From an optimization exercise on the open Yosys and OpenROAD flow, aimed at a short achievable clock period and few clock cycles; shortcuts taken in it are not production practice. Function was checked by simulation only, so behaviour that the tests miss may differ from the original. Power figures rest on the tool's default switching activity, not on a simulated workload.

==> flow/design.v (excerpt) <==
module fde_core (
    input  wire        clk,
    input  wire        rst,            
    input  wire [7:0]  key,            
    output wire [7:0]  mem_addr,
    output wire        mem_we,
    output wire [15:0] mem_wdata,
    input  wire [15:0] mem_rdata,
    output reg  [15:0] out_data,
    output reg         out_valid,
    output reg  [15:0] disp_data,
    output reg         disp_data_valid,
    output reg  [15:0] disp_ctrl,
    output reg         disp_ctrl_valid,
    output reg         halted,
    output reg  [1:0]  fault,
    output reg  [15:0] fault_info
);
Size in the first run: ~3000 cells after synthesis.
clock: 7.0 ns
lec_check: 0
abc_clock_period_in_ps: 1500
cap_margin: 20
core_margin: 2
core_utilization: 55
place_density: 0.75
setup_slack_margin: 4.6
slew_margin: 20
tns_end_percent: 100
run.sh (not shown) runs the stock make flow with config.mk's settings and CLKGATE_MAP_FILE= SYNTH_SCRIPT=/design/flow/synth_recipe.tcl, a recipe that flattens the netlist after the stock synthesis.
Testbench counts at the start, summed over its fixed seeds: cycles 20,098.
==> next run, changes <==
--- a/flow/config.mk
+++ b/flow/config.mk
@@ -6,10 +6,10 @@
 export NUM_CORES = 4
 export LEC_CHECK = 0
-export ABC_CLOCK_PERIOD_IN_PS = 1500
+export ABC_CLOCK_PERIOD_IN_PS = 2500
 export CAP_MARGIN = 20
 export CORE_MARGIN = 2
 export CORE_UTILIZATION = 55
 export PLACE_DENSITY = 0.75
-export SETUP_SLACK_MARGIN = 4.6
+export SETUP_SLACK_MARGIN = 4.3
 export SLEW_MARGIN = 20
 export TNS_END_PERCENT = 100
What happened: Final cell count decreases by 2.4%. Global-route usage shrinks by 1.8 points. Routed wire length went down by 7.8%. Register-to-register slack is about the same. Worst setup slack got worse by 0.053 ns. Total power shrinks by 4.1%. Core utilization goes down by 3.8 points. Sequential power barely changes. Flip-flop and latch count stays the same. Count of clock-buffer cells in the layout went up by 6.

Starting RTL as in the previous note.
make LEC_CHECK=0 ABC_CLOCK_PERIOD_IN_PS=1500 CAP_MARGIN=20 CORE_MARGIN=2 CORE_UTILIZATION=55 PLACE_DENSITY=0.75 SETUP_SLACK_MARGIN=4.8 SLEW_MARGIN=20 TNS_END_PERCENT=100 finish   # period 7.0 ns
Testbench counts at the start, summed over its fixed seeds: cycles 20,098.
Next try:
Settings changed: ABC_CLOCK_PERIOD_IN_PS 1500 to 2500, CTS_CLUSTER_DIAMETER from default to 60, CTS_CLUSTER_SIZE from default to 30, SETUP_SLACK_MARGIN 4.8 to 4.3.
The changed run ran to the end with no violations.
Routed wire length goes down by roughly a tenth.
Via count goes down by a little under a tenth.
First-iteration DRC count goes down by about a fifth.
Critical path depth is unchanged.
Combinational power goes down by a quarter to a third.
Die area does not change.
Setup slack hardly moves.
Design area goes down by roughly a tenth.
Flip-flop and latch count is unchanged.
Clock power goes down by about a fifth.
Worst hold slack improved by 6.3 ps.
Next try:
Settings changed: CORE_UTILIZATION 55 to 40, CTS_CLUSTER_DIAMETER 60 to default, CTS_CLUSTER_SIZE 30 to default, PLACE_DENSITY 0.75 to 0.6.
Effect: Combinational power rises by about 4%; worst setup slack gains 13 ps; cell area rose by about 2.6%; sequential cell count is unchanged; wire length came out higher by 4.0%; clock power rises by 20%; core utilization is lower by 17 points; sequential power stays flat; count of clock-buffer cells in the layout rose by 63; critical path depth stays the same.
Next try:
Settings changed: ABC_CLOCK_PERIOD_IN_PS 2500 to 2000, CORE_UTILIZATION 40 to 55, PLACE_DENSITY 0.6 to 0.75, SETUP_SLACK_MARGIN 4.3 to 4.6.
Result:
- routed wire length went up by 5.0%
- total power rises by 4.5%
- global-route usage went up by 10 points
- register-to-register slack stays flat
- flip-flop and latch count is unchanged
- sequential power barely changes

Setup of job 101:
fde_core, a different RTL version from the one above (not shown whole).
Size: about 4000 cells after synthesis, ~830 flip-flops, roughly 120 I/O pins, roughly 41000 µm² of cells after synthesis.
export LEC_CHECK = 0
export ABC_CLOCK_PERIOD_IN_PS = 2500
export CAP_MARGIN = 20
export CORE_MARGIN = 2
export CORE_UTILIZATION = 40
export PLACE_DENSITY = 0.6
export SETUP_SLACK_MARGIN = 4.3
export SLEW_MARGIN = 20
export TNS_END_PERCENT = 100
create_clock -name core_clock -period 7.0 [get_ports {clk}]
Job 101 | status: complete | timing, DRC, antenna: pass
Testbench counts of job 101, summed over its fixed seeds: cycles 20,030.
Edits applied to the flow inputs when going from job 101 to job 102:
- TNS_END_PERCENT changed from 100 to 5
- Compared with job 101, job 102 shows a higher global routing usage on met1.
- Delta(worst path buffer plus inverter count, job 102 - job 101) > 0
- Between job 102 and job 101, the part of the total power dissipated in the clock network is lower for job 101.

port drivers added, routing unchanged:
How much do the figures lean on ideal ports? The routed layouts below were timed once more, with nothing changed but the port constraints. Step 1: set_driving_cell puts a clkbuf_16 on clk and a buf_2 on each other input, an assumption about the parent block. Step 2 times the ports against the registers' clock, not the clock port: input delays grow and output delays shrink by t, the midpoint of the rising clock arrivals with the driver on. a / b / c = no drivers / after step 1 / after step 2; a / b = the first two.
run	t, ns	slack for setup (ns)	latest minus earliest clock arrival (ns)
the first run of note 1	0.714	4.009 / 3.945 / 3.546	0.040 / 0.040
the second run of note 1	0.714	3.956 / 3.892 / 3.530	0.028 / 0.028
the first run of note 2	0.728	3.933 / 3.866 / 3.478	0.053 / 0.053
the second run of note 2	0.712	3.931 / 3.871 / 3.506	0.041 / 0.041
the third run of note 2	0.733	3.944 / 3.882 / 3.578	0.042 / 0.042
the fourth run of note 2	0.714	4.009 / 3.945 / 3.546	0.040 / 0.040
job 101	0.748	3.635 / 3.650 / 2.901	0.037 / 0.037
job 102	0.742	3.547 / 3.561 / 2.819	0.038 / 0.039
After both steps setup and hold are still met in every run listed. For job 101, which loses most, drivers alone change the setup slack by +0.015 ns; drivers and shift together by -0.734 ns.
